Source: an optimization exercise on an open RTL-to-GDS flow (aim: small area, a short achievable clock period and few clock cycles per item). Production flows keep margins and buffers that such runs may drop.
The RTL was checked by simulation tests, not by an equivalence proof against the original design.
Power and IR drop assume default switching activity.

## flow/config.mk

```make
export PLATFORM = sky130hd
export DESIGN_NAME = tbacc
export DESIGN_NICKNAME = tbacc
export VERILOG_FILES = /design/flow/design.v
export SDC_FILE = /design/flow/constraint.sdc
export NUM_CORES = 4
export LEC_CHECK = 0
export CAP_MARGIN = 20
export CORE_MARGIN = 2
export CORE_UTILIZATION = 40
export PLACE_DENSITY = 0.6
export SLEW_MARGIN = 20
export TNS_END_PERCENT = 0
```

## flow/constraint.sdc

```tcl
create_clock -name core_clock -period 12.5 [get_ports {clk}]
set_input_delay 2.5000 -clock core_clock [delete_from_list [all_inputs] [get_ports {clk}]]
set_output_delay 2.5000 -clock core_clock [all_outputs]
set_load 0.01 [all_outputs]
```

## flow/design.v

```verilog
module tbacc_sipround #(
    parameter R0 = 13,
    parameter R1 = 21
) (
    input  wire [63:0] p,
    input  wire [63:0] q,
    input  wire [63:0] x,
    input  wire        sel,
    output wire [63:0] s,
    output wire [63:0] t
);
    wire [63:0] q0 = {q[63-R0:0], q[63:64-R0]};
    wire [63:0] q1 = {q[63-R1:0], q[63:64-R1]};
    tbacc_add64 u_add (.a(p), .b(q), .s(s));
    assign t = ((sel ? q1 : q0) ^ x) ^ s;
endmodule
module tbacc_add64 (input wire [63:0] a, input wire [63:0] b, output wire [63:0] s);
    wire [63:0] p0 = a ^ b;
    wire [63:0] g0 = a & b;
    wire g1_1 = g0[1] | (p0[1] & g0[0]);
    wire p1_1 = p0[1] & p0[0];
    wire g1_3 = g0[3] | (p0[3] & g0[2]);
    wire p1_3 = p0[3] & p0[2];
    wire g1_5 = g0[5] | (p0[5] & g0[4]);
    wire p1_5 = p0[5] & p0[4];
    wire g1_7 = g0[7] | (p0[7] & g0[6]);
    wire p1_7 = p0[7] & p0[6];
    wire g1_9 = g0[9] | (p0[9] & g0[8]);
    wire p1_9 = p0[9] & p0[8];
    wire g1_11 = g0[11] | (p0[11] & g0[10]);
    wire p1_11 = p0[11] & p0[10];
    wire g1_13 = g0[13] | (p0[13] & g0[12]);
    wire p1_13 = p0[13] & p0[12];
    wire g1_15 = g0[15] | (p0[15] & g0[14]);
    wire p1_15 = p0[15] & p0[14];
    wire g1_17 = g0[17] | (p0[17] & g0[16]);
    wire p1_17 = p0[17] & p0[16];
    wire g1_19 = g0[19] | (p0[19] & g0[18]);
    wire p1_19 = p0[19] & p0[18];
    wire g1_21 = g0[21] | (p0[21] & g0[20]);
    wire p1_21 = p0[21] & p0[20];
    wire g1_23 = g0[23] | (p0[23] & g0[22]);
    wire p1_23 = p0[23] & p0[22];
    wire g1_25 = g0[25] | (p0[25] & g0[24]);
    wire p1_25 = p0[25] & p0[24];
    wire g1_27 = g0[27] | (p0[27] & g0[26]);
    wire p1_27 = p0[27] & p0[26];
    wire g1_29 = g0[29] | (p0[29] & g0[28]);
    wire p1_29 = p0[29] & p0[28];
    wire g1_31 = g0[31] | (p0[31] & g0[30]);
    wire p1_31 = p0[31] & p0[30];
    wire g1_33 = g0[33] | (p0[33] & g0[32]);
    wire p1_33 = p0[33] & p0[32];
    wire g1_35 = g0[35] | (p0[35] & g0[34]);
    wire p1_35 = p0[35] & p0[34];
    wire g1_37 = g0[37] | (p0[37] & g0[36]);
    wire p1_37 = p0[37] & p0[36];
    wire g1_39 = g0[39] | (p0[39] & g0[38]);
    wire p1_39 = p0[39] & p0[38];
    wire g1_41 = g0[41] | (p0[41] & g0[40]);
    wire p1_41 = p0[41] & p0[40];
    wire g1_43 = g0[43] | (p0[43] & g0[42]);
    wire p1_43 = p0[43] & p0[42];
    wire g1_45 = g0[45] | (p0[45] & g0[44]);
    wire p1_45 = p0[45] & p0[44];
    wire g1_47 = g0[47] | (p0[47] & g0[46]);
    wire p1_47 = p0[47] & p0[46];
    wire g1_49 = g0[49] | (p0[49] & g0[48]);
    wire p1_49 = p0[49] & p0[48];
    wire g1_51 = g0[51] | (p0[51] & g0[50]);
    wire p1_51 = p0[51] & p0[50];
    wire g1_53 = g0[53] | (p0[53] & g0[52]);
    wire p1_53 = p0[53] & p0[52];
    wire g1_55 = g0[55] | (p0[55] & g0[54]);
    wire p1_55 = p0[55] & p0[54];
    wire g1_57 = g0[57] | (p0[57] & g0[56]);
    wire p1_57 = p0[57] & p0[56];
    wire g1_59 = g0[59] | (p0[59] & g0[58]);
    wire p1_59 = p0[59] & p0[58];
    wire g1_61 = g0[61] | (p0[61] & g0[60]);
    wire p1_61 = p0[61] & p0[60];
    wire g1_63 = g0[63] | (p0[63] & g0[62]);
    wire p1_63 = p0[63] & p0[62];
    wire g2_2 = g0[2] | (p0[2] & g1_1);
    wire p2_2 = p0[2] & p1_1;
    wire g2_3 = g1_3 | (p1_3 & g1_1);
    wire p2_3 = p1_3 & p1_1;
    wire g2_6 = g0[6] | (p0[6] & g1_5);
    wire p2_6 = p0[6] & p1_5;
    wire g2_7 = g1_7 | (p1_7 & g1_5);
    wire p2_7 = p1_7 & p1_5;
    wire g2_10 = g0[10] | (p0[10] & g1_9);
    wire p2_10 = p0[10] & p1_9;
    wire g2_11 = g1_11 | (p1_11 & g1_9);
    wire p2_11 = p1_11 & p1_9;
    wire g2_14 = g0[14] | (p0[14] & g1_13);
    wire p2_14 = p0[14] & p1_13;
    wire g2_15 = g1_15 | (p1_15 & g1_13);
    wire p2_15 = p1_15 & p1_13;
    wire g2_18 = g0[18] | (p0[18] & g1_17);
    wire p2_18 = p0[18] & p1_17;
    wire g2_19 = g1_19 | (p1_19 & g1_17);
    wire p2_19 = p1_19 & p1_17;
    wire g2_22 = g0[22] | (p0[22] & g1_21);
    wire p2_22 = p0[22] & p1_21;
    wire g2_23 = g1_23 | (p1_23 & g1_21);
    wire p2_23 = p1_23 & p1_21;
    wire g2_26 = g0[26] | (p0[26] & g1_25);
    wire p2_26 = p0[26] & p1_25;
    wire g2_27 = g1_27 | (p1_27 & g1_25);
    wire p2_27 = p1_27 & p1_25;
    wire g2_30 = g0[30] | (p0[30] & g1_29);
    wire p2_30 = p0[30] & p1_29;
    wire g2_31 = g1_31 | (p1_31 & g1_29);
    wire p2_31 = p1_31 & p1_29;
    wire g2_34 = g0[34] | (p0[34] & g1_33);
    wire p2_34 = p0[34] & p1_33;
    wire g2_35 = g1_35 | (p1_35 & g1_33);
    wire p2_35 = p1_35 & p1_33;
    wire g2_38 = g0[38] | (p0[38] & g1_37);
    wire p2_38 = p0[38] & p1_37;
    wire g2_39 = g1_39 | (p1_39 & g1_37);
    wire p2_39 = p1_39 & p1_37;
    wire g2_42 = g0[42] | (p0[42] & g1_41);
    wire p2_42 = p0[42] & p1_41;
    wire g2_43 = g1_43 | (p1_43 & g1_41);
    wire p2_43 = p1_43 & p1_41;
    wire g2_46 = g0[46] | (p0[46] & g1_45);
    wire p2_46 = p0[46] & p1_45;
    wire g2_47 = g1_47 | (p1_47 & g1_45);
    wire p2_47 = p1_47 & p1_45;
    wire g2_50 = g0[50] | (p0[50] & g1_49);
    wire p2_50 = p0[50] & p1_49;
    wire g2_51 = g1_51 | (p1_51 & g1_49);
    wire p2_51 = p1_51 & p1_49;
    wire g2_54 = g0[54] | (p0[54] & g1_53);
    wire p2_54 = p0[54] & p1_53;
    wire g2_55 = g1_55 | (p1_55 & g1_53);
    wire p2_55 = p1_55 & p1_53;
    wire g2_58 = g0[58] | (p0[58] & g1_57);
    wire p2_58 = p0[58] & p1_57;
    wire g2_59 = g1_59 | (p1_59 & g1_57);
    wire p2_59 = p1_59 & p1_57;
    wire g2_62 = g0[62] | (p0[62] & g1_61);
    wire p2_62 = p0[62] & p1_61;
    wire g2_63 = g1_63 | (p1_63 & g1_61);
    wire p2_63 = p1_63 & p1_61;
    wire g3_4 = g0[4] | (p0[4] & g2_3);
    wire p3_4 = p0[4] & p2_3;
    wire g3_5 = g1_5 | (p1_5 & g2_3);
    wire p3_5 = p1_5 & p2_3;
    wire g3_6 = g2_6 | (p2_6 & g2_3);
    wire p3_6 = p2_6 & p2_3;
    wire g3_7 = g2_7 | (p2_7 & g2_3);
    wire p3_7 = p2_7 & p2_3;
    wire g3_12 = g0[12] | (p0[12] & g2_11);
    wire p3_12 = p0[12] & p2_11;
    wire g3_13 = g1_13 | (p1_13 & g2_11);
    wire p3_13 = p1_13 & p2_11;
    wire g3_14 = g2_14 | (p2_14 & g2_11);
    wire p3_14 = p2_14 & p2_11;
    wire g3_15 = g2_15 | (p2_15 & g2_11);
    wire p3_15 = p2_15 & p2_11;
    wire g3_20 = g0[20] | (p0[20] & g2_19);
    wire p3_20 = p0[20] & p2_19;
    wire g3_21 = g1_21 | (p1_21 & g2_19);
    wire p3_21 = p1_21 & p2_19;
    wire g3_22 = g2_22 | (p2_22 & g2_19);
    wire p3_22 = p2_22 & p2_19;
    wire g3_23 = g2_23 | (p2_23 & g2_19);
    wire p3_23 = p2_23 & p2_19;
    wire g3_28 = g0[28] | (p0[28] & g2_27);
    wire p3_28 = p0[28] & p2_27;
    wire g3_29 = g1_29 | (p1_29 & g2_27);
    wire p3_29 = p1_29 & p2_27;
    wire g3_30 = g2_30 | (p2_30 & g2_27);
    wire p3_30 = p2_30 & p2_27;
    wire g3_31 = g2_31 | (p2_31 & g2_27);
    wire p3_31 = p2_31 & p2_27;
    wire g3_36 = g0[36] | (p0[36] & g2_35);
    wire p3_36 = p0[36] & p2_35;
    wire g3_37 = g1_37 | (p1_37 & g2_35);
    wire p3_37 = p1_37 & p2_35;
    wire g3_38 = g2_38 | (p2_38 & g2_35);
    wire p3_38 = p2_38 & p2_35;
    wire g3_39 = g2_39 | (p2_39 & g2_35);
    wire p3_39 = p2_39 & p2_35;
    wire g3_44 = g0[44] | (p0[44] & g2_43);
    wire p3_44 = p0[44] & p2_43;
    wire g3_45 = g1_45 | (p1_45 & g2_43);
    wire p3_45 = p1_45 & p2_43;
    wire g3_46 = g2_46 | (p2_46 & g2_43);
    wire p3_46 = p2_46 & p2_43;
    wire g3_47 = g2_47 | (p2_47 & g2_43);
    wire p3_47 = p2_47 & p2_43;
    wire g3_52 = g0[52] | (p0[52] & g2_51);
    wire p3_52 = p0[52] & p2_51;
    wire g3_53 = g1_53 | (p1_53 & g2_51);
    wire p3_53 = p1_53 & p2_51;
    wire g3_54 = g2_54 | (p2_54 & g2_51);
    wire p3_54 = p2_54 & p2_51;
    wire g3_55 = g2_55 | (p2_55 & g2_51);
    wire p3_55 = p2_55 & p2_51;
    wire g3_60 = g0[60] | (p0[60] & g2_59);
    wire p3_60 = p0[60] & p2_59;
    wire g3_61 = g1_61 | (p1_61 & g2_59);
    wire p3_61 = p1_61 & p2_59;
    wire g3_62 = g2_62 | (p2_62 & g2_59);
    wire p3_62 = p2_62 & p2_59;
    wire g3_63 = g2_63 | (p2_63 & g2_59);
    wire p3_63 = p2_63 & p2_59;
    wire g4_8 = g0[8] | (p0[8] & g3_7);
    wire p4_8 = p0[8] & p3_7;
    wire g4_9 = g1_9 | (p1_9 & g3_7);
    wire p4_9 = p1_9 & p3_7;
    wire g4_10 = g2_10 | (p2_10 & g3_7);
    wire p4_10 = p2_10 & p3_7;
    wire g4_11 = g2_11 | (p2_11 & g3_7);
    wire p4_11 = p2_11 & p3_7;
    wire g4_12 = g3_12 | (p3_12 & g3_7);
    wire p4_12 = p3_12 & p3_7;
    wire g4_13 = g3_13 | (p3_13 & g3_7);
    wire p4_13 = p3_13 & p3_7;
    wire g4_14 = g3_14 | (p3_14 & g3_7);
    wire p4_14 = p3_14 & p3_7;
    wire g4_15 = g3_15 | (p3_15 & g3_7);
    wire p4_15 = p3_15 & p3_7;
    wire g4_24 = g0[24] | (p0[24] & g3_23);
    wire p4_24 = p0[24] & p3_23;
    wire g4_25 = g1_25 | (p1_25 & g3_23);
    wire p4_25 = p1_25 & p3_23;
    wire g4_26 = g2_26 | (p2_26 & g3_23);
    wire p4_26 = p2_26 & p3_23;
    wire g4_27 = g2_27 | (p2_27 & g3_23);
    wire p4_27 = p2_27 & p3_23;
    wire g4_28 = g3_28 | (p3_28 & g3_23);
    wire p4_28 = p3_28 & p3_23;
    wire g4_29 = g3_29 | (p3_29 & g3_23);
    wire p4_29 = p3_29 & p3_23;
    wire g4_30 = g3_30 | (p3_30 & g3_23);
    wire p4_30 = p3_30 & p3_23;
    wire g4_31 = g3_31 | (p3_31 & g3_23);
    wire p4_31 = p3_31 & p3_23;
    wire g4_40 = g0[40] | (p0[40] & g3_39);
    wire p4_40 = p0[40] & p3_39;
    wire g4_41 = g1_41 | (p1_41 & g3_39);
    wire p4_41 = p1_41 & p3_39;
    wire g4_42 = g2_42 | (p2_42 & g3_39);
    wire p4_42 = p2_42 & p3_39;
    wire g4_43 = g2_43 | (p2_43 & g3_39);
    wire p4_43 = p2_43 & p3_39;
    wire g4_44 = g3_44 | (p3_44 & g3_39);
    wire p4_44 = p3_44 & p3_39;
    wire g4_45 = g3_45 | (p3_45 & g3_39);
    wire p4_45 = p3_45 & p3_39;
    wire g4_46 = g3_46 | (p3_46 & g3_39);
    wire p4_46 = p3_46 & p3_39;
    wire g4_47 = g3_47 | (p3_47 & g3_39);
    wire p4_47 = p3_47 & p3_39;
    wire g4_56 = g0[56] | (p0[56] & g3_55);
    wire p4_56 = p0[56] & p3_55;
    wire g4_57 = g1_57 | (p1_57 & g3_55);
    wire p4_57 = p1_57 & p3_55;
    wire g4_58 = g2_58 | (p2_58 & g3_55);
    wire p4_58 = p2_58 & p3_55;
    wire g4_59 = g2_59 | (p2_59 & g3_55);
    wire p4_59 = p2_59 & p3_55;
    wire g4_60 = g3_60 | (p3_60 & g3_55);
    wire p4_60 = p3_60 & p3_55;
    wire g4_61 = g3_61 | (p3_61 & g3_55);
    wire p4_61 = p3_61 & p3_55;
    wire g4_62 = g3_62 | (p3_62 & g3_55);
    wire p4_62 = p3_62 & p3_55;
    wire g4_63 = g3_63 | (p3_63 & g3_55);
    wire p4_63 = p3_63 & p3_55;
    wire g5_16 = g0[16] | (p0[16] & g4_15);
    wire p5_16 = p0[16] & p4_15;
    wire g5_17 = g1_17 | (p1_17 & g4_15);
    wire p5_17 = p1_17 & p4_15;
    wire g5_18 = g2_18 | (p2_18 & g4_15);
    wire p5_18 = p2_18 & p4_15;
    wire g5_19 = g2_19 | (p2_19 & g4_15);
    wire p5_19 = p2_19 & p4_15;
    wire g5_20 = g3_20 | (p3_20 & g4_15);
    wire p5_20 = p3_20 & p4_15;
    wire g5_21 = g3_21 | (p3_21 & g4_15);
    wire p5_21 = p3_21 & p4_15;
    wire g5_22 = g3_22 | (p3_22 & g4_15);
    wire p5_22 = p3_22 & p4_15;
    wire g5_23 = g3_23 | (p3_23 & g4_15);
    wire p5_23 = p3_23 & p4_15;
    wire g5_24 = g4_24 | (p4_24 & g4_15);
    wire p5_24 = p4_24 & p4_15;
    wire g5_25 = g4_25 | (p4_25 & g4_15);
    wire p5_25 = p4_25 & p4_15;
    wire g5_26 = g4_26 | (p4_26 & g4_15);
    wire p5_26 = p4_26 & p4_15;
    wire g5_27 = g4_27 | (p4_27 & g4_15);
    wire p5_27 = p4_27 & p4_15;
    wire g5_28 = g4_28 | (p4_28 & g4_15);
    wire p5_28 = p4_28 & p4_15;
    wire g5_29 = g4_29 | (p4_29 & g4_15);
    wire p5_29 = p4_29 & p4_15;
    wire g5_30 = g4_30 | (p4_30 & g4_15);
    wire p5_30 = p4_30 & p4_15;
    wire g5_31 = g4_31 | (p4_31 & g4_15);
    wire p5_31 = p4_31 & p4_15;
    wire g5_48 = g0[48] | (p0[48] & g4_47);
    wire p5_48 = p0[48] & p4_47;
    wire g5_49 = g1_49 | (p1_49 & g4_47);
    wire p5_49 = p1_49 & p4_47;
    wire g5_50 = g2_50 | (p2_50 & g4_47);
    wire p5_50 = p2_50 & p4_47;
    wire g5_51 = g2_51 | (p2_51 & g4_47);
    wire p5_51 = p2_51 & p4_47;
    wire g5_52 = g3_52 | (p3_52 & g4_47);
    wire p5_52 = p3_52 & p4_47;
    wire g5_53 = g3_53 | (p3_53 & g4_47);
    wire p5_53 = p3_53 & p4_47;
    wire g5_54 = g3_54 | (p3_54 & g4_47);
    wire p5_54 = p3_54 & p4_47;
    wire g5_55 = g3_55 | (p3_55 & g4_47);
    wire p5_55 = p3_55 & p4_47;
    wire g5_56 = g4_56 | (p4_56 & g4_47);
    wire p5_56 = p4_56 & p4_47;
    wire g5_57 = g4_57 | (p4_57 & g4_47);
    wire p5_57 = p4_57 & p4_47;
    wire g5_58 = g4_58 | (p4_58 & g4_47);
    wire p5_58 = p4_58 & p4_47;
    wire g5_59 = g4_59 | (p4_59 & g4_47);
    wire p5_59 = p4_59 & p4_47;
    wire g5_60 = g4_60 | (p4_60 & g4_47);
    wire p5_60 = p4_60 & p4_47;
    wire g5_61 = g4_61 | (p4_61 & g4_47);
    wire p5_61 = p4_61 & p4_47;
    wire g5_62 = g4_62 | (p4_62 & g4_47);
    wire p5_62 = p4_62 & p4_47;
    wire g5_63 = g4_63 | (p4_63 & g4_47);
    wire p5_63 = p4_63 & p4_47;
    wire g6_32 = g0[32] | (p0[32] & g5_31);
    wire p6_32 = p0[32] & p5_31;
    wire g6_33 = g1_33 | (p1_33 & g5_31);
    wire p6_33 = p1_33 & p5_31;
    wire g6_34 = g2_34 | (p2_34 & g5_31);
    wire p6_34 = p2_34 & p5_31;
    wire g6_35 = g2_35 | (p2_35 & g5_31);
    wire p6_35 = p2_35 & p5_31;
    wire g6_36 = g3_36 | (p3_36 & g5_31);
    wire p6_36 = p3_36 & p5_31;
    wire g6_37 = g3_37 | (p3_37 & g5_31);
    wire p6_37 = p3_37 & p5_31;
    wire g6_38 = g3_38 | (p3_38 & g5_31);
    wire p6_38 = p3_38 & p5_31;
    wire g6_39 = g3_39 | (p3_39 & g5_31);
    wire p6_39 = p3_39 & p5_31;
    wire g6_40 = g4_40 | (p4_40 & g5_31);
    wire p6_40 = p4_40 & p5_31;
    wire g6_41 = g4_41 | (p4_41 & g5_31);
    wire p6_41 = p4_41 & p5_31;
    wire g6_42 = g4_42 | (p4_42 & g5_31);
    wire p6_42 = p4_42 & p5_31;
    wire g6_43 = g4_43 | (p4_43 & g5_31);
    wire p6_43 = p4_43 & p5_31;
    wire g6_44 = g4_44 | (p4_44 & g5_31);
    wire p6_44 = p4_44 & p5_31;
    wire g6_45 = g4_45 | (p4_45 & g5_31);
    wire p6_45 = p4_45 & p5_31;
    wire g6_46 = g4_46 | (p4_46 & g5_31);
    wire p6_46 = p4_46 & p5_31;
    wire g6_47 = g4_47 | (p4_47 & g5_31);
    wire p6_47 = p4_47 & p5_31;
    wire g6_48 = g5_48 | (p5_48 & g5_31);
    wire p6_48 = p5_48 & p5_31;
    wire g6_49 = g5_49 | (p5_49 & g5_31);
    wire p6_49 = p5_49 & p5_31;
    wire g6_50 = g5_50 | (p5_50 & g5_31);
    wire p6_50 = p5_50 & p5_31;
    wire g6_51 = g5_51 | (p5_51 & g5_31);
    wire p6_51 = p5_51 & p5_31;
    wire g6_52 = g5_52 | (p5_52 & g5_31);
    wire p6_52 = p5_52 & p5_31;
    wire g6_53 = g5_53 | (p5_53 & g5_31);
    wire p6_53 = p5_53 & p5_31;
    wire g6_54 = g5_54 | (p5_54 & g5_31);
    wire p6_54 = p5_54 & p5_31;
    wire g6_55 = g5_55 | (p5_55 & g5_31);
    wire p6_55 = p5_55 & p5_31;
    wire g6_56 = g5_56 | (p5_56 & g5_31);
    wire p6_56 = p5_56 & p5_31;
    wire g6_57 = g5_57 | (p5_57 & g5_31);
    wire p6_57 = p5_57 & p5_31;
    wire g6_58 = g5_58 | (p5_58 & g5_31);
    wire p6_58 = p5_58 & p5_31;
    wire g6_59 = g5_59 | (p5_59 & g5_31);
    wire p6_59 = p5_59 & p5_31;
    wire g6_60 = g5_60 | (p5_60 & g5_31);
    wire p6_60 = p5_60 & p5_31;
    wire g6_61 = g5_61 | (p5_61 & g5_31);
    wire p6_61 = p5_61 & p5_31;
    wire g6_62 = g5_62 | (p5_62 & g5_31);
    wire p6_62 = p5_62 & p5_31;
    wire g6_63 = g5_63 | (p5_63 & g5_31);
    wire p6_63 = p5_63 & p5_31;
    wire [63:0] c = {g6_62, g6_61, g6_60, g6_59, g6_58, g6_57, g6_56, g6_55, g6_54, g6_53, g6_52, g6_51, g6_50, g6_49, g6_48, g6_47, g6_46, g6_45, g6_44, g6_43, g6_42, g6_41, g6_40, g6_39, g6_38, g6_37, g6_36, g6_35, g6_34, g6_33, g6_32, g5_31, g5_30, g5_29, g5_28, g5_27, g5_26, g5_25, g5_24, g5_23, g5_22, g5_21, g5_20, g5_19, g5_18, g5_17, g5_16, g4_15, g4_14, g4_13, g4_12, g4_11, g4_10, g4_9, g4_8, g3_7, g3_6, g3_5, g3_4, g2_3, g2_2, g1_1, g0[0], 1'b0};
    assign s = p0 ^ c;
endmodule
module tbacc_sipcore (
    input  wire        clk,
    input  wire        rst,
    input  wire        init,
    input  wire [63:0] seed0,
    input  wire [63:0] seed1,
    input  wire        chunk_wr,
    input  wire        fin_go,
    input  wire [63:0] m,
    input  wire [63:0] xin,           
    output wire        m_busy,        
    output wire        m_busy_next,
    output wire        fin_load,      
    output wire        f2,            
    output wire        rl,            
    output wire [63:0] dig
);
    localparam S_IDLE = 4'd0;
    localparam S_C1   = 4'd1;
    localparam S_C2   = 4'd2;
    localparam S_F1   = 4'd8;
    localparam S_F2   = 4'd9;
    localparam S_RL   = 4'd15;
    reg  [3:0]  cs;
    reg         fin_pend;
    reg         busy_q, h1_q, cmp2_q, f2_q, rl_q, mb_q;
    reg  [63:0] A, B, C, D;
    wire        fgo = fin_go || fin_pend;
    wire        fin_load_i = !init && !chunk_wr && (cs == S_IDLE || cs == S_C2) && fgo;
    wire        xen = chunk_wr | fin_load_i;
    wire [63:0] xm  = xin & {64{xen}};
    wire [63:0] m2 = m & {64{cmp2_q}};
    wire [63:0] s1, t1, s2, t2;
    tbacc_sipround #(.R0(21), .R1(13)) u_p1 (.p(A), .q(B), .x(xm),    .sel(h1_q), .s(s1), .t(t1));
    tbacc_sipround #(.R0(17), .R1(16)) u_p2 (.p(C), .q(D), .x(64'd0), .sel(h1_q), .s(s2), .t(t2));
    wire [63:0] s1r = {s1[31:0], s1[63:32]};
    wire [63:0] s2r = {s2[31:0], s2[63:32]};
    assign dig = t2 ^ ({B[42:0], B[63:43]} ^ s2r);
    reg [3:0] cs_n;
    always @(*) begin
        if (init)
            cs_n = S_IDLE;
        else if (chunk_wr)
            cs_n = S_C1;
        else case (cs)
            S_IDLE, S_C2: cs_n = fgo ? S_F1 : S_IDLE;
            S_C1:         cs_n = S_C2;
            S_RL:         cs_n = S_IDLE;
            default:      cs_n = cs + 4'd1;
        endcase
    end
    always @(posedge clk) begin
        if (rst) begin
            cs       <= S_IDLE;
            fin_pend <= 1'b0;
            busy_q   <= 1'b0;
            h1_q     <= 1'b0;
            cmp2_q   <= 1'b0;
            f2_q     <= 1'b0;
            rl_q     <= 1'b0;
            mb_q     <= 1'b0;
        end else begin
            cs <= cs_n;
            if (init || cs_n == S_F1)
                fin_pend <= 1'b0;
            else if (fin_go)
                fin_pend <= 1'b1;
            busy_q <= (cs_n != S_IDLE);
            h1_q   <= (cs_n == S_C1) || (cs_n[3] && !cs_n[0]);
            cmp2_q <= (cs_n == S_C2) || (cs_n == S_F2);
            f2_q   <= (cs_n == S_F2);
            rl_q   <= (cs_n == S_RL);
            mb_q   <= (cs_n == S_C1);
        end
    end
    always @(posedge clk) begin
        if (init) begin
            A <= seed0 ^ 64'h736f6d6570736575;
            B <= seed1 ^ 64'h646f72616e646f6d;
            C <= seed0 ^ 64'h6c7967656e657261;
            D <= seed1 ^ 64'h7465646279746573;
        end else if (busy_q) begin
            if (h1_q) begin
                A <= s1r;
                C <= s2;
            end else begin
                A <= s1 ^ m2;
                C <= s2r ^ {56'd0, {8{f2_q}}};
            end
            B <= t2;
            D <= t1;
        end else if (xen) begin
            D <= D ^ xin;
        end
    end
    assign m_busy      = mb_q;
    assign m_busy_next = (cs_n == S_C1);
    assign fin_load    = fin_load_i;
    assign f2          = f2_q;
    assign rl          = rl_q;
endmodule
module tbacc_tailbuf (
    input  wire [63:0] value,
    input  wire [63:0] src,
    input  wire [3:0]  n,
    output wire [63:0] new_value,
    output wire [63:0] chunk,
    output wire        chunk_valid
);
    wire [7:0]  bc = value[63:56];
    wire [2:0]  c  = value[58:56];
    wire [63:0] sm;
    genvar j;
    generate
        for (j = 0; j < 8; j = j + 1) begin : g_mask
            assign sm[8*j +: 8] = (n > j) ? src[8*j +: 8] : 8'd0;
        end
    endgenerate
    wire [63:0] r1 = c[0] ? {sm[55:0], sm[63:56]} : sm;
    wire [63:0] r2 = c[1] ? {r1[47:0], r1[63:48]} : r1;
    wire [63:0] rot = c[2] ? {r2[31:0], r2[63:32]} : r2;
    wire [63:0] lo;    
    wire [55:0] hi;    
    generate
        for (j = 0; j < 8; j = j + 1) begin : g_merge
            if (j < 7) begin : g_t
                assign lo[8*j +: 8] = (c > j) ? value[8*j +: 8] : rot[8*j +: 8];
                assign hi[8*j +: 8] = (c > j) ? rot[8*j +: 8] : 8'd0;
            end else begin : g_7
                assign lo[8*j +: 8] = rot[8*j +: 8];
            end
        end
    endgenerate
    assign chunk_valid = ({1'b0, c} + n) >= 4'd8;
    assign chunk       = lo;
    assign new_value   = {bc + {4'd0, n}, chunk_valid ? hi : lo[55:0]};
endmodule
module tbacc (
    input  wire         clk,
    input  wire         rst,
    input  wire         cmd_valid,
    output wire         cmd_ready,
    input  wire [7:0]   cmd_op,
    input  wire [63:0]  cmd_a,
    input  wire [63:0]  cmd_b,
    output wire         rsp_valid,
    output wire [7:0]   rsp_status,
    output wire [63:0]  rsp_data,
    output wire         mem_req,
    output wire         mem_wide,
    output wire [31:0]  mem_addr,
    input  wire         mem_ack,
    input  wire [63:0]  mem_rdata,
    input  wire         mem_err,
    output wire [63:0]  value_o,
    output wire [15:0]  status_o
);
    reg         ready_q;
    reg         vq;                     
    reg         oi, o8, o16, o32, o64, ob, of, orv;    
    reg  [63:0] a_q, b_q;
    reg  [63:0] value;
    reg         fin;                    
    reg  [2:0]  fault;                  
    reg         nz;                     
    reg  [63:0] m;                      
    reg         blk;                    
    reg         rd;                     
    reg         bm;                     
    reg         mreq, mwide;
    reg  [2:0]  gcnt;                   
    reg         gdone;                  
    reg  [3:0]  gn;                     
    reg         errq;                   
    reg         rsp_q;
    wire d_init = (cmd_op == 8'h01);
    wire d_8    = (cmd_op == 8'h10);
    wire d_16   = (cmd_op == 8'h11);
    wire d_32   = (cmd_op == 8'h12);
    wire d_64   = (cmd_op == 8'h13) || (cmd_op == 8'h14);
    wire d_b    = (cmd_op == 8'h18);
    wire d_f    = (cmd_op == 8'h20);
    wire d_rv   = !(d_init || d_8 || d_16 || d_32 || d_64 || d_b || d_f);
    wire [2:0] c = value[58:56];
    wire typed = o8 | o16 | o32 | o64;
    wire [3:0] n_typed = o8 ? 4'd1 : o16 ? 4'd2 : o32 ? 4'd4 : 4'd8;
    wire tchunk = o64 | (o32 & c[2]) | (o16 & c[2] & c[1]) | (o8 & (c == 3'd7));
    wire        m_busy, m_busy_next, core_f2, core_rl;
    wire        chunk_wr;
    wire        init_x, fin_x;
    wire ex      = vq & !blk & !(typed & !nz & !fin & tchunk & m_busy);
    wire [32:0] range_end = {1'b0, a_q[31:0]} + {1'b0, b_q[31:0]};
    wire wraps   = range_end[32] & (range_end[31:0] != 32'd0);
    wire len0    = (b_q[31:0] == 32'd0);
    wire x_ign   = ex & nz;
    wire x_rv    = ex & !nz & orv;
    assign init_x = ex & !nz & oi;
    wire x_nohash = ex & !nz & !orv & !oi & fin;
    wire x_live  = ex & !nz & !orv & !oi & !fin;
    wire x_wrap  = x_live & ob & wraps;
    wire x_bytes = x_live & ob & !wraps & !len0;
    assign fin_x = x_live & of;
    wire x_typed = x_live & typed;
    wire x_simple = ex & !x_bytes & !fin_x;
    wire [63:0] ap_src = bm ? {a_q[63:32], b_q[63:32]} : a_q;
    wire [3:0]  ap_n   = bm ? gn : n_typed;
    wire        ap_en  = x_typed | gdone;
    wire [63:0] ap_value, ap_chunk;
    wire        ap_cv;
    tbacc_tailbuf u_tailbuf (
        .value(value), .src(ap_src), .n(ap_n),
        .new_value(ap_value), .chunk(ap_chunk), .chunk_valid(ap_cv)
    );
    assign chunk_wr = ap_en & ap_cv;
    wire        fin_load;
    wire [63:0] m_n = chunk_wr ? ap_chunk : value;
    wire [63:0] dig;
    tbacc_sipcore u_core (
        .clk(clk), .rst(rst), .init(init_x), .seed0(a_q), .seed1(b_q),
        .chunk_wr(chunk_wr), .fin_go(fin_x), .m(m), .xin(m_n),
        .m_busy(m_busy), .m_busy_next(m_busy_next), .fin_load(fin_load),
        .f2(core_f2), .rl(core_rl), .dig(dig)
    );
    wire        rd_ack  = rd & mem_ack;
    wire [31:0] cur_n   = a_q[31:0] + (mwide ? 32'd8 : 32'd1);
    wire [31:0] rem_n   = b_q[31:0] - (mwide ? 32'd8 : 32'd1);
    wire        more    = (rem_n != 32'd0);
    wire        wide_n  = (cur_n[2:0] == 3'd0) && (rem_n[31:3] != 29'd0);
    wire        gend    = mwide | (cur_n[2:0] == 3'd0) | !more;
    wire        bytes_done = gdone & !rd;
    reg  [63:0] value_n;
    always @(*) begin
        if (init_x)
            value_n = 64'd0;
        else if (ap_en)
            value_n = ap_value;
        else if (core_f2)
            value_n = 64'd1;
        else
            value_n = value;
    end
    reg blk_n, rd_n;
    always @(*) begin
        blk_n = blk;
        if (x_bytes | fin_x) blk_n = 1'b1;
        if (bytes_done | errq | core_rl) blk_n = 1'b0;
        rd_n = rd;
        if (x_bytes) rd_n = 1'b1;
        if (rd_ack & (mem_err | !more)) rd_n = 1'b0;
    end
    wire cap    = cmd_valid & ready_q;
    wire hold_n = cap | (vq & !ex);
    wire [2:0] c_n = c + ap_n[2:0];    
    wire n8  = ready_q ? d_8  : o8;
    wire n16 = ready_q ? d_16 : o16;
    wire n32 = ready_q ? d_32 : o32;
    wire n64 = ready_q ? d_64 : o64;
    wire nb  = ready_q ? d_b  : ob;
    wire tchunk_n = n64 | (n32 & c_n[2]) | (n16 & c_n[2] & c_n[1]) | (n8 & (c_n == 3'd7));
    wire rd_c   = (rd & !(rd_ack & (mem_err | !more))) | (vq & ob);
    wire blk_c  = (blk & !(bytes_done | errq | core_rl)) | (vq & (ob | of));
    wire ready_n = !rd_c & (!hold_n | (!blk_c & !nb & !(tchunk_n & m_busy_next)));
    wire ok_n   = !nz & !(vq & (orv | (!oi & fin) | of)) &
                  (!blk | bytes_done | core_rl) & (!fin | (vq & oi));
    wire early  = cap & d_b & !cmd_a[31] & !cmd_b[31] & (cmd_b[31:0] != 32'd0) & ok_n;
    always @(posedge clk) begin
        if (rst) begin
            ready_q   <= 1'b1;
            vq        <= 1'b0;
            value     <= 64'd1;
            fin       <= 1'b1;
            fault     <= 3'd0;
            nz        <= 1'b0;
            blk       <= 1'b0;
            rd        <= 1'b0;
            bm        <= 1'b0;
            mreq      <= 1'b0;
            gdone     <= 1'b0;
            errq      <= 1'b0;
            rsp_q     <= 1'b0;
        end else begin
            ready_q <= ready_n;
            vq      <= ready_q ? cmd_valid : (vq & !ex);
            value   <= value_n;
            blk     <= blk_n;
            rd      <= rd_n;
            if (init_x)
                fin <= 1'b0;
            else if (core_f2)
                fin <= 1'b1;
            if (x_rv | x_wrap) begin
                fault <= 3'd3;
                nz    <= 1'b1;
            end else if (x_nohash) begin
                fault <= 3'd1;
                nz    <= 1'b1;
            end else if (errq) begin
                fault <= 3'd4;
                nz    <= 1'b1;
            end
            if (x_bytes)
                bm <= 1'b1;
            else if (bytes_done | errq)
                bm <= 1'b0;
            if (early) begin
                mreq  <= 1'b1;
                mwide <= (cmd_a[2:0] == 3'd0) && (cmd_b[31:3] != 29'd0);
            end else if (x_bytes) begin
                mreq  <= 1'b1;
                mwide <= (a_q[2:0] == 3'd0) && (b_q[31:3] != 29'd0);
            end
            if (x_bytes)
                gcnt  <= 3'd0;
            if (rd_ack) begin
                if (mem_err) begin
                    mreq <= 1'b0;
                end else begin
                    mreq  <= more;
                    mwide <= wide_n;
                    gcnt  <= gend ? 3'd0 : gcnt + 3'd1;
                end
            end
            gdone <= rd_ack & !mem_err & gend;
            errq  <= rd_ack & mem_err;
            rsp_q     <= x_simple | bytes_done | errq | core_rl;
        end
    end
    always @(posedge clk)
        if (rd_ack)
            gn <= mwide ? 4'd8 : {1'b0, gcnt} + 4'd1;
    always @(posedge clk)
        if (chunk_wr | fin_load)
            m <= m_n;
    reg  [63:0] dig_q;
    always @(posedge clk)
        dig_q <= dig & {64{core_rl}};
    integer i;
    always @(posedge clk) begin
        if (ready_q) begin
            a_q <= cmd_a;
            b_q <= cmd_b;
            oi  <= d_init;
            o8  <= d_8;
            o16 <= d_16;
            o32 <= d_32;
            o64 <= d_64;
            ob  <= d_b;
            of  <= d_f;
            orv <= d_rv;
        end else if (rd_ack & !mem_err) begin
            a_q[31:0] <= cur_n;
            b_q[31:0] <= rem_n;
            if (mwide) begin
                b_q[63:32] <= mem_rdata[31:0];
                a_q[63:32] <= mem_rdata[63:32];
            end else begin
                for (i = 0; i < 4; i = i + 1)
                    if (gcnt == i) b_q[32 + 8*i +: 8] <= mem_rdata[7:0];
                for (i = 0; i < 4; i = i + 1)
                    if (gcnt == i + 4) a_q[32 + 8*i +: 8] <= mem_rdata[7:0];
            end
        end
    end
    assign cmd_ready  = ready_q;
    assign rsp_valid  = rsp_q;
    assign rsp_status = {5'd0, fault};
    assign rsp_data   = dig_q;
    assign mem_req    = mreq;
    assign mem_wide   = mwide;
    assign mem_addr   = a_q[31:0];
    assign value_o    = value;
    assign status_o   = {5'd0, fault, 6'd0, nz, fin};
endmodule
```

## flow/flow/run.sh

```bash
#!/bin/bash
set -euo pipefail
bash standard.sh SETUP_SLACK_MARGIN=9 "BUFFER_PORTS_ARGS=-buffer_cell sky130_fd_sc_hd__buf_4" finish > standard.log 2>&1
```

## flow/standard.sh

```bash
#!/bin/bash
# synth_recipe.tcl (not shown) runs the flow's synth.tcl, then flattens the netlist and writes it again
# the make line also repeats each setting of config.mk as NAME=value (left out here)
make -C /OpenROAD-flow-scripts/flow DESIGN_CONFIG=/design/flow/config.mk WORK_HOME=/design/flow/orfs CLKGATE_MAP_FILE= SYNTH_SCRIPT=/design/flow/synth_recipe.tcl "${@:-finish}"
```

==> qor.txt, run 1 <==
Status: complete, no violations
Post-synthesis cell count: 5091
Metal3 WL: 32.44 mm
RSZ-0062 raised after global routing: yes
Met2 wire len: 102.5 mm
Drt pass-1 iters: 6
Critical path endpoint category: flip-flop
Min Tclk post-route: 4166 ps
First-pass GRT wire length: 331.7 mm
Final TNS setup: 0 ps
Average size of a mapped cell: 9.010 um2
Routability Congestion: 1.088
CTS tree: built
Post-route setup slack: 8334 ps
DIE HEIGHT: 342.6 um
Peak Freq: 0.2401 GHz
Maximum vdd drop: 0.0001018 V
Fin. max-slew vios: 0
Antenna viol nets, final: 0
CORE AREA: 114000 um2
Detailed-route wire length per cell: 34.74 um
Power, Total: 5.250 mW
Top sig layer: met5
Max-cap violation count: 0
Vias: 45690
Final nets: 5881
Share of post-route cells with drive strength above 1: 0.1930
Max clock buf depth: 3
Sink Count: 617
Setup CP Type: reg2reg
Overflow after GRT: 0
Total track usage: 0.4060
Root buf cell: clkbuf_16
Final core utilization: 0.4883
Largest net degree at the start of global routing: 222
Startpoint types: flip-flop
Largest area contributor in the netlist: edfxtp_1
Die width: 342.6 um
Rel. slew slack: 0.2142
Pleak: 21.67 nW
Worst Path Required: 13010 ps
Clock transition at path regs: 60 ps
P&R area growth vs syn: 21.40%
Final-report hold violation count: 0
PortBufs: 376
Worst-path cell with the longest stage delay: fa_2
Post-synthesis sequential area ratio: 0.3695
Die footprint: 117400 um2
Final instance area: 55680 um2
DR DRC count: 0
Synth Register Bits: 617
Skew-Pair Late Insertion Delay: 680 ps
Library cells used by synthesis: 95
Asr flop ratio synth: 0
Post-synth top area share: 0.3005
Crit-path max cell delay: 630 ps
CTS H-tree depth: 3
Effective utilization at floorplan: 0.4022
Cells along the critical path: ha_1, a2111oi_1, o21ai_1, o21a_2, a221o_2, nor2_4, inv_1, fa_2, xnor2_1, or3_1, nand3_1, o21ai_0, a31oi_1
Final WL: 246.3 mm
Cell area after synthesis: 45870 um2
Placed Area: 50050 um2
Worst slew pin tran: 1179 ps
Vias per cell: 6.446
WP data arrival: 4670 ps
Warnings, synthesis: 2
Post-Place Worst Slack: 6460 ps
Ports: 393
Initial DRC count: 6587
Rows: 124
EDFF count, synth: 459
Hold crit path type: reg2reg
Synth top area cells: edfxtp_1 30%, xnor2_1 7.0%, dfxtp_1 6.9%
Fin Clk Skew: 49.52 ps
Synth Flop Type: edfxtp_1
CTS buffer count: 77
Antenna violations before repair: 34
HPWL Detailed: 182.4 mm
Wl on met1: 88.11 mm
Pwr Density: 94.29 nW/um2
Vias in the first global route: 41530
Final setup fails: 0
Final period util: 0.3332
Worst Path Max Fanout: 4
-- report_power, final --
part	internal [mW]	switching (mW)
logic	0.202	0.331
registers	2.21	0.0723
clock network	1.44	0.999
-- per-layer routing --
| layer | vias up | global-route usage |
|---|---|---|
| met5 | - | 0 |
| met2 | 3366 | 0.5924 |
| li1 | 19340 | - |
| met4 | 12 | 0.3168 |
| met3 | 914 | 0.1353 |
| met1 | 22060 | 0.4916 |
-- placed cells by master, fill, tap and decap left out, types with 25 or more instances in the layout --
master / instances
o21a_1: 26
nand3_1: 114
xor2_1: 196
dfxtp_1: 149
edfxtp_1: 459
o22ai_1: 29
mux2_2: 59
a21o_1: 72
o21ai_0: 380
buf_4: 600
and3_1: 42
inv_1: 114
a31oi_1: 80
nand4_1: 25
or3_1: 25
o211ai_1: 43
a21oi_1: 384
mux2i_1: 283
clkbuf_16: 85
a211oi_1: 54
diode_2: 27
nor4_1: 25
nor2_1: 421
nor2b_1: 33
ha_1: 157
nor3_1: 90
nand2_1: 547
nand2b_1: 27
xnor2_1: 346
-- metrics by stage --
step,cells,hold WS (ps)
4_1_cts,7024,519.7
3_5_place_dp,6754,511.3
2_1_floorplan,5106,490.0
3_3_place_gp,6754,505.0
6_report,7089,514.0
5_1_grt,7065,546.0
-- path summary, 6_finish.rpt --
path,start,end,slack (ps),depth (start not counted)
setup / recovery,u_core.B[18],u_core.D[32],8330,13
hold / removal,value[51],value[51],510,2
setup reg to reg,u_core.B[18],u_core.D[32],8330,13
hold reg to reg,value[51],value[51],510,2
-- kinds of logic after synthesis --
group	Yosys count	share of synthesized area
multiplexers	355	0.07963
buffers and inverters	466	0.04296
AO/OA/AOI/OAI	1381	0.1863
XOR/XNOR	602	0.1224
AND/OR/NAND/NOR	1479	0.1451
adder cells (fa/ha/maj)	190	0.05412
other	1	0.00008176
flip-flops	617	0.3695
-- registers in the layout (all words and copies together) (netlist names), 4 cells and up --
signal and count:
u_core.C 64, u_core.A 64, m 64, u_core.B 64, gn 4, u_core.cs 4
value 64, a_q 64, b_q 64, dig_q 64, u_core.D 64
-- area by class of cell --
class,count,area (um2)
Clock buffer,111,2273
Fill cell,10830,58350
Inverter,124,489.2
Sequential cell,617,16970
Tap cell,1512,1892
Timing Repair Buffer,643,5304
Antenna cell,27,67.56
Clock inverter,32,410.4
Multi-Input combinational cell,4023,28280
-- Yosys cell counts (54+ instances only) --
cell / n
mux2i_1: 294
nand3_1: 118
inv_1: 117
nor3_1: 95
edfxtp_1: 459
o21ai_0: 399
a211oi_1: 63
nand2_1: 554
xnor2_1: 364
clkbuf_1: 238
dfxtp_1: 158
a21oi_1: 409
ha_1: 176
xor2_1: 212
buf_4: 54
a31oi_1: 87
nor2_1: 434
a21o_1: 72
mux2_2: 59
-- what timing repair did --
action	4_1_cts	5_1_grt
buffers inserted	120	35
gates cloned	7	1
hold buffers	0	0
gates resized for setup	209	84
setup endpoints to repair	1065	893
pin swaps	44	32
-- critical path: cells and delay by family (launching register included) --
kind,cells,cell delay [ps]
buf+inv,1,140
xor+xnor,1,160
compound gates,6,1630
fa+ha+maj,2,930
simple gates,3,670
flops,1,450
Testbench counts, summed over its fixed seeds: cycles 16,282, hashes 384.
==> run 2: changes to the inputs <==
--- a/flow/config.mk
+++ b/flow/config.mk
@@ -8,6 +8,7 @@
 export CAP_MARGIN = 20
 export CORE_MARGIN = 2
 export CORE_UTILIZATION = 40
+export GPL_TIMING_DRIVEN = 0
 export PLACE_DENSITY = 0.6
 export SLEW_MARGIN = 20
 export TNS_END_PERCENT = 0
==> run 2 against run 1 <==
Net effect:
- largest power group unchanged
- routed wire length is 31% higher
- first-iteration DRC count increased by 34%
- critical endpoint is now u_core.A[35]
- clock power about the same
- global-route usage up 13 points
- sequential power about the same
- via count increased by 12%
==> qor.txt, run 2 <==
Antenna viol nets, final: 0
Vias per cell: 6.949
Post-route setup slack: 7993 ps
Clock transition at path regs: 60 ps
Worst slew pin tran: 1415 ps
Worst setup startpoint: u_core.h1_q
P&R area growth vs syn: 24.45%
Worst Path Required: 12920 ps
Sink Count: 617
Average size of a mapped cell: 9.010 um2
Fin. max-slew vios: 0
Skew-Pair Late Insertion Delay: 720 ps
Top cell by count, worst path: clkbuf_2
Pwr Density: 92.59 nW/um2
Final setup fails: 0
Largest area contributor in the netlist: edfxtp_1
Post-synthesis sequential area ratio: 0.3695
Peak Freq: 0.2219 GHz
RSZ-0062 raised after global routing: yes
Vias: 51280
Worst Path Max Fanout: 10
Share of post-route cells with drive strength above 1: 0.2034
Final TNS setup: 0 ps
Antenna violations before repair: 72
R2r endpoint: u_core.A[35]
Max-cap violation count: 0
Largest net degree at the start of global routing: 129
Detailed-route wire length per cell: 43.64 um
Effective utilization at floorplan: 0.4022
Cells along the critical path: clkbuf_2, clkbuf_2, buf_16, clkdlybuf4s15_2, clkbuf_1, clkbuf_2, a21oi_1, o21ai_1
Hold crit path type: reg2reg
Post-synth top area share: 0.3005
Total track usage: 0.5318
Pleak: 22.33 nW
Worst r2r src: u_core.h1_q
Library cells used by synthesis: 95
Final nets: 6145
Vias in the first global route: 45480
Final WL: 322.1 mm
Drt pass-1 iters: 7
PortBufs: 376
Status: complete, no violations
Most frequent cells in the layout: 588 x buf_4, 544 x nand2_1, 459 x edfxtp_1
Max clock buf depth: 3
Post-Place Worst Slack: 5130 ps
Critical path endpoint category: flip-flop
Overflow after GRT: 0
Asr flop ratio synth: 0
Setup CP Type: reg2reg
Reg-to-reg slack, setup: 7990 ps
Crit-path max cell delay: 710 ps
Placed Instances: 7005
Maximum vdd drop: 0.00009574 V
Initial DRC count: 8800
Routability Congestion: 1.114
Synth top area cells: edfxtp_1 30%, xnor2_1 7.0%, dfxtp_1 6.9%
Ports: 393
Reg2Reg Depth: 8
Fin Clk Skew: 48.53 ps
Rel. slew slack: 0.05694
WP data arrival: 4930 ps
Startpoint types: flip-flop
DIE HEIGHT: 342.6 um
Cell area after synthesis: 45870 um2
Synth Register Bits: 617
Commonest cells post-synth: 554 x nand2_1, 459 x edfxtp_1, 434 x nor2_1
Die width: 342.6 um
Warnings, synthesis: 2
Most common cell after layout, fill and taps aside: buf_4
Rows: 124
CTS H-tree depth: 3
CTS tree: built
Min Tclk post-route: 4507 ps
DR DRC count: 0
Worst-path cell with the longest stage delay: clkbuf_2
CP Capture Point: u_core.A[35]
FILL cells: 10940
Final-report hold violation count: 0
HPWL Detailed: 243.0 mm
Count leader, synth: nand2_1
CTS buffer count: 78
Die footprint: 117400 um2
Synth Flop Type: edfxtp_1
Root buf cell: clkbuf_16
Final period util: 0.3606
CORE AREA: 114000 um2
First-pass GRT wire length: 415.4 mm
Post-synthesis cell count: 5091
EDFF count, synth: 459
Post-CTS Hold Fix Bufs: 0
Final cell count without fillers: 7380
HP Start: value[54]
-- run 2: cell counts after synthesis --
Identical to the previous run, type by type.
-- run 2: how the worst min path moves through the flow --
stage                 to  slack (ps)  depth (start not counted)
6_report       value[54]         520                          2
4_1_cts        value[53]         510                          2
5_1_grt        value[54]         540                          2
3_5_place_dp   value[53]         500                          2
3_3_place_gp   value[53]         500                          2
2_1_floorplan        o64         490                          1
-- run 2: kinds of logic after synthesis --
logic type,share of synthesized area
AOI/OAI and AO/OA,0.1863
and+or+nand+nor,0.1451
buffers and inverters,0.04296
adders and majority gates,0.05412
xor gates and xnor gates,0.1224
muxes,0.07963
DFF,0.3695
other,0.00008176
-- run 2: worst max-delay path, delay by kind of cell, from the launching register on --
family          cells  cell delay (ps)
compound gates      2              570
buf+inv             6             3090
flops               1              530
-- run 2: cell type report --
type	count	area (um2)	share of cell area
diodes	52	130.1	0.002280
plain buffers	342	1844	0.03231
clock buffers	112	2266	0.03970
clock inverters	34	392.9	0.006883
inverters	124	498.0	0.008724
multi-input cells	4024	28500	0.4993
flip-flops and latches	617	16950	0.2970
well taps	1512	1892	0.03314
repair buffers	563	4609	0.08075
-- run 2: report_power, final --
group	switching, mW	leakage (nW)	internal (mW)	total, mW
logic	0.338	15.3	0.199	0.537
registers	0.0891	5.73	2.21	2.30
clock network	1.09	1.31	1.37	2.45
total	1.51	22.3	3.77	5.29
-- run 2: repair_timing --
item,in CTS,in global routing
gates cloned,3,1
setup endpoints to repair,1105,1081
resized for setup,311,87
buffers inserted,133,38
pin swaps,42,33
-- run 2: metrics by stage --
stage	instance area [um2]	utilization	power, mW	hold slack [ps]
global placement	50690	0.4445	2.788	496.7
floorplan	45980	-	2.510	490.0
finish	57080	0.5006	5.286	517.3
detailed placement	51030	0.4475	2.793	503.2
global route	56970	0.4996	5.318	541.0
CTS	56270	0.4934	5.204	513.9
-- run 2: layer usage --
layer  global-route usage  wire length [um]  vias up
met1               0.6233            111300    24750
met3               0.2310             47950     1481
met2               0.7341            127200     5122
met5              0.01442               138        -
met4               0.4675             35540       20
li1                     -                 -    19910
==> run 3: changes to the inputs <==
==> flow/flow/run.sh (replaced) <==
#!/bin/bash
set -euo pipefail
bash standard.sh SETUP_SLACK_MARGIN=8.4 "BUFFER_PORTS_ARGS=-buffer_cell sky130_fd_sc_hd__buf_4" finish > standard.log 2>&1
--- a/flow/config.mk
+++ b/flow/config.mk
@@ -8,7 +8,6 @@
 export CAP_MARGIN = 20
 export CORE_MARGIN = 2
 export CORE_UTILIZATION = 40
-export GPL_TIMING_DRIVEN = 0
 export PLACE_DENSITY = 0.6
 export SLEW_MARGIN = 20
 export TNS_END_PERCENT = 0
==> run 3 against run 2 <==
Net effect:
- critical path depth grew 2
- routed wire length is 24% lower
- worst hold slack improved by 1.1 ps
- clock power shrank 7%
- sequential share of layout area grew 1.9 points
- clock skew is 11 ps lower
- area after synthesis unchanged
- global-route usage shrank 13 points
- die area unchanged
- critical path type unchanged
- largest cell class unchanged
- highest routed layer unchanged
==> qor.txt, run 3 <==
Sequential Power Share: 0.453
Most common cell after layout, fill and taps aside: nand2_1
Worst Path Max Fanout: 7
Power Internal: 3.661 mW
Fin Clk Skew: 37.30 ps
Synth Flop Type: edfxtp_1
CTS buffer count: 77
Final nets: 5766
Setup CP Type: reg2reg
Final period util: 0.3549
CTS tree: built
Final-report hold violation count: 0
Post-CTS Hold Fix Bufs: 0
Largest net degree at the start of global routing: 105
P&R area growth vs syn: 17.12%
Logic gate share of total power: 0.095
Hold crit path type: reg2reg
Total track usage: 0.4018
Initial DRC count: 6344
Post-synthesis cell count: 5091
Peak Freq: 0.2254 GHz
Antenna viol nets, final: 0
Largest area contributor in the netlist: edfxtp_1
Overflow after GRT: 0
Met2 wire len: 104.8 mm
Worst setup startpoint: u_core.D[15]
Min Tclk post-route: 4436 ps
Sink Count: 617
Vias: 44830
Routability Congestion: 1.077
WP data arrival: 4990 ps
Antenna violations before repair: 31
Power, Total: 5.051 mW
Critical path endpoint category: flip-flop
Max clock buf depth: 3
Drt pass-1 iters: 9
Net Sw Power: 1.389 mW
Synth top area cells: edfxtp_1 30%, xnor2_1 7.0%, dfxtp_1 6.9%
Wl on met1: 93.03 mm
Root buf cell: clkbuf_16
Fin. max-slew vios: 0
RSZ-0062 raised after global routing: yes
HPWL Detailed: 187.6 mm
Effective utilization at floorplan: 0.4022
Maximum vdd drop: 0.00008867 V
PortBufs: 376
Mux cell area share after synthesis: 0.07963
Post-synthesis sequential area ratio: 0.3695
Post-Place Worst Slack: 6833 ps
Rel. slew slack: 0.1509
Worst r2r src: u_core.D[15]
Metal3 WL: 28.62 mm
Synth Area in Simple Gates: 0.1451
Reg2Reg Depth: 10
Startpoint types: flip-flop
Detailed-route wire length per cell: 35.31 um
Commonest cells post-synth: 554 x nand2_1, 459 x edfxtp_1, 434 x nor2_1
Vias in the first global route: 40170
Post-synth top area share: 0.3005
Asr flop ratio synth: 0
Synth Register Bits: 617
Worst slew pin tran: 1268 ps
R2r endpoint: dig_q[38]
Max-cap violation count: 0
Xor-xnor portion of the synthesized cell area: 0.1224
Dominant combinational cell family by area after synthesis: compound AO/OA/AOI/OAI gates
Ports: 393
Final setup fails: 0
Pwr Density: 94.02 nW/um2
DR DRC count: 0
Average size of a mapped cell: 9.010 um2
Skew-Pair Late Insertion Delay: 700 ps
Hold Path Sink: value[55]
Vias per cell: 6.426
Hold path depth: 2
Warnings, synthesis: 2
Compound-gate portion of the synthesized area: 0.1863
Switching share of power: 0.2751
DIE HEIGHT: 342.6 um
Top sig layer: met5
Die width: 342.6 um
CTS H-tree depth: 3
Synth Area in Adders: 0.05412
Clk pwr share: 0.452
Worst Path Required: 13050 ps
Pleak: 20.80 nW
Share of post-route cells with drive strength above 1: 0.1610
Final TNS setup: 0 ps
Clock transition at path regs: 70 ps
Cell area after synthesis: 45870 um2
Most frequent cells in the layout: 549 x nand2_1, 506 x buf_4, 459 x edfxtp_1
Library cells used by synthesis: 95
Post-route setup slack: 8064 ps
EDFF count, synth: 459
Final WL: 246.3 mm
Rows: 124
CORE AREA: 114000 um2
HP Start: value[55]
Status: complete, no violations
Reg-to-reg slack, setup: 8060 ps
Die footprint: 117400 um2
Count leader, synth: nand2_1
First-pass GRT wire length: 327.5 mm
## run 3: cell counts after synthesis
Identical to the previous run, type by type.
## run 3: cell type report
cell class / count / area (um2)
fill: 11060 / 60320
multi-input combinational: 4023 / 27640
sequential: 617 / 16970
timing repair buffer: 528 / 4190
clock buffer: 102 / 2186
tap: 1512 / 1892
inverter: 124 / 479.2
clock inverter: 40 / 289.0
antenna: 30 / 75.07
## run 3: metrics by stage
stage                     utilization  cell area, um2  std cells  hold slack, ps
after floorplan                     -           45950       5106           490.0
after global routing           0.4706           53670       6955           544.1
after global placement         0.4388           50030       6757           502.9
after detailed placement       0.4390           50060       6757           503.4
final                          0.4711           53720       6976           518.4
after CTS                      0.4632           52820       6908           518.7
## run 3: cells by family (layout without fill, tap and decap cells)
| group | count (synthesis) | in the layout |
|---|---|---|
| compound gates | 1381 | 1381 |
| xor+xnor | 602 | 602 |
| fa+ha+maj | 190 | 190 |
| buf+inv | 466 | 794 |
| flops | 617 | 617 |
| mux | 355 | 355 |
| other cells | 1 | 46 |
| simple gates | 1479 | 1479 |
## run 3: power by group through the flow
stage | clock network, mW | logic [mW] | registers, mW
5_1_grt | 2.36 | 0.501 | 2.28
4_1_cts | 2.28 | 0.450 | 2.28
6_report | 2.28 | 0.481 | 2.29
3_5_place_dp | 0 | 0.442 | 2.33
2_1_floorplan | 0 | 0.236 | 2.27
3_3_place_gp | 0 | 0.447 | 2.33
## run 3: repair_timing
action | 4_1_cts | 5_1_grt
cloned | 0 | 6
endpoints found under the setup margin | 483 | 510
buffers inserted | 9 | 31
pin swaps | 5 | 14
gates resized for setup | 52 | 99
## run 3: worst max-delay path by stage
stage	slack [ps]	depth (start not counted)	endpoint
after global placement	6800	18	u_core.D[58]
after CTS	7990	12	u_core.D[8]
after detailed placement	6830	18	u_core.D[58]
after global routing	8140	14	u_core.D[29]
after floorplan	8110	4	a_q[0]
final	8060	10	dig_q[38]
## run 3: metal layers
layer | up-vias | track usage
met4 | 26 | 0.2777
met1 | 21860 | 0.5070
met3 | 758 | 0.1097
met5 | - | 0
li1 | 19070 | -
met2 | 3114 | 0.5962
## run 3: worst max-delay path: stages (launching register included)
cell and delay, ps:
edfxtp_1 810, ha_1 410, a21oi_1 140, o21ai_0 170, a211o_2 430, o211ai_2 290, nand3_1 270, xor2_1 510
xor2_1 600, xor2_1 560, nor2_1 70
==> run 4: changes to the inputs <==
--- a/flow/config.mk
+++ b/flow/config.mk
@@ -10,4 +10,4 @@
 export CORE_UTILIZATION = 40
 export PLACE_DENSITY = 0.6
 export SLEW_MARGIN = 20
-export TNS_END_PERCENT = 0
+export TNS_END_PERCENT = 100
==> run 4 against run 3 <==
Net effect:
- maximum frequency grew 4.4%
- power increased by 2.3%
- largest cell class unchanged
- routed wire length fell by 0.56%
- register-to-register slack improved by 190 ps
- final cell count increased by 1.2%
- worst hold slack hardly changed
- clock power grew 4%
==> qor.txt, run 4 <==
Multi-input gate area: 28240 um2
DR DRC count: 0
RSZ-0062 raised after global routing: yes
Antenna viol nets, final: 0
HP Start: value[53]
Vias per cell: 6.429
Pleak: 21.45 nW
Placed Instances: 6764
Sink Count: 617
Rel. slew slack: 0.1985
PortBufs: 376
Largest area contributor in the netlist: edfxtp_1
Clock transition at path regs: 60 ps
Hold path depth: 2
Post-synthesis cell count: 5091
Overflow after GRT: 0
Final setup fails: 0
Min Tclk post-route: 4248 ps
Root buf cell: clkbuf_16
Die footprint: 117400 um2
Final TNS setup: 0 ps
Rows: 124
Most common cell after layout, fill and taps aside: buf_4
Setup CP Type: reg2reg
Worst setup startpoint: u_core.D[39]
CTS buffer count: 77
Vias: 45410
Synth Flop Type: edfxtp_1
Final core utilization: 0.4843
Die width: 342.6 um
Final instance area: 55230 um2
Cell area after synthesis: 45870 um2
WP data arrival: 4770 ps
CORE AREA: 114000 um2
Startpoint types: flip-flop
Power, Total: 5.169 mW
Maximum vdd drop: 0.0001070 V
Synth Area in Adders: 0.05412
Mux cell area share after synthesis: 0.07963
Routability Congestion: 1.103
Hold crit path type: reg2reg
EDFF count, synth: 459
Final nets: 5868
Ports: 393
Synth top area cells: edfxtp_1 30%, xnor2_1 7.0%, dfxtp_1 6.9%
Reg2Reg Depth: 12
Fin Clk Skew: 36.04 ps
Share of post-route cells with drive strength above 1: 0.1902
Commonest cells post-synth: 554 x nand2_1, 459 x edfxtp_1, 434 x nor2_1
Library cells used by synthesis: 95
Worst slew pin tran: 1201 ps
Max-cap violation count: 0
Asr flop ratio synth: 0
Pwr Density: 93.60 nW/um2
Initial DRC count: 6646
Post-synthesis sequential area ratio: 0.3695
Vias in the first global route: 41000
Post-synth top area share: 0.3005
Antenna violations before repair: 23
Critical path endpoint category: flip-flop
Worst r2r src: u_core.D[39]
Largest net degree at the start of global routing: 113
Average size of a mapped cell: 9.010 um2
Dominant combinational cell family by area after synthesis: compound AO/OA/AOI/OAI gates
Most frequent cells in the layout: 600 x buf_4, 547 x nand2_1, 459 x edfxtp_1
Status: complete, no violations
Worst Path Max Fanout: 5
Worst Path Required: 13020 ps
First-pass GRT wire length: 328.9 mm
Effective utilization at floorplan: 0.4022
Fin. max-slew vios: 0
Final period util: 0.3399
Drt pass-1 iters: 6
CTS H-tree depth: 3
Placed Area: 50130 um2
Final WL: 244.9 mm
Detailed-route wire length per cell: 34.68 um
DIE HEIGHT: 342.6 um
Xor-xnor portion of the synthesized cell area: 0.1224
Compound-gate portion of the synthesized area: 0.1863
Skew-Pair Late Insertion Delay: 690 ps
HPWL Detailed: 184.5 mm
Total area of sequential cells: 16970 um2
Post-route setup slack: 8252 ps
Final cell count without fillers: 7063
FILL cells: 10930
Max clock buf depth: 3
Final hold slack: 517.9 ps
CTS tree: built
Synth Area in Simple Gates: 0.1451
Warnings, synthesis: 2
Total track usage: 0.4023
Final-report hold violation count: 0
Peak Freq: 0.2354 GHz
Post-Place Worst Slack: 6665 ps
P&R area growth vs syn: 20.41%
Count leader, synth: nand2_1
Synth Register Bits: 617
-- run 4: cell counts after synthesis --
Identical to the previous run, type by type.
-- run 4: final timing paths --
path,slack (ps),endpoint
max,8250,dig_q[56]
min reg2reg,520,value[53]
max reg2reg,8250,dig_q[56]
min,520,value[53]
-- run 4: cell type report --
type | instances | share of cell area
timing repair buffer | 630 | 0.09103
clock buffer | 116 | 0.04126
multi-input combinational | 4023 | 0.5113
clock inverter | 25 | 0.005483
sequential | 617 | 0.3072
inverter | 124 | 0.008722
tap | 1512 | 0.03425
antenna | 16 | 0.0007250
-- run 4: kinds of logic after synthesis --
kind of cell             Yosys count
XOR/XNOR                         602
multiplexers                     355
buffers and inverters            466
other                              1
flip-flops                       617
AO/OA/AOI/OAI                   1381
adder cells (fa/ha/maj)          190
AND/OR/NAND/NOR                 1479
-- run 4: worst max-delay path, cell delays in order, from the launching register on --
cell and delay [ps]:
edfxtp_1 610, ha_1 430, a21oi_1 520, nand2_1 100, a211oi_1 430, o2bb2ai_2 170, nand2_1 220, nand4_1 150
nand2_1 140, xor2_2 400, xnor2_2 260, nor2_1 100, nor3b_1 540
-- run 4: timing repair --
item | 4_1_cts | 5_1_grt
setup buffers | 81 | 55
pin swaps | 36 | 49
hold buffers | 0 | 0
cloned | 2 | 3
gates resized for setup | 160 | 115
setup endpoints to repair | 505 | 180
-- run 4: routing by layer --
layer	routed length [um]	global-route usage
met3	30610	0.1113
met5	80	0
met4	21930	0.2910
met1	89510	0.5039
met2	102800	0.5944
-- run 4: report_power, final --
group	internal, mW	switching (mW)	leakage, nW
clock	1.38	0.990	1.26
combinational	0.192	0.319	14.5
sequential	2.21	0.0775	5.73
total	3.78	1.39	21.4

-- static timing again, ports no longer ideal --
In the flow no input, the clock included, has a driving cell. The finished layouts below were timed again as built, in two steps.
Step 1, drivers: a clkbuf_16 drives clk and a buf_2 each remaining input, both assumed.
Step 2, shift: input delay + t, output delay - t, t = (earliest + latest rising clock arrival at the registers) / 2. This alone moves slack from input paths to output paths.
Three values: no drivers, after step 1, after step 2; two values: the first two.
run	t, ns	setup WS [ns]	worst register clock-pin slew, ns
run 1	0.735	8.334 / 8.299 / 7.819	0.07 / 0.07
run 2	0.784	7.993 / 7.993 / 7.468	0.07 / 0.07
run 3	0.759	8.064 / 8.064 / 7.733	0.07 / 0.07
run 4	0.752	8.252 / 8.252 / 7.796	0.07 / 0.07
After both steps every run listed still meets setup and hold. For run 2, which loses most, drivers alone change the setup slack by 0.000 ns; drivers and shift together by -0.525 ns.
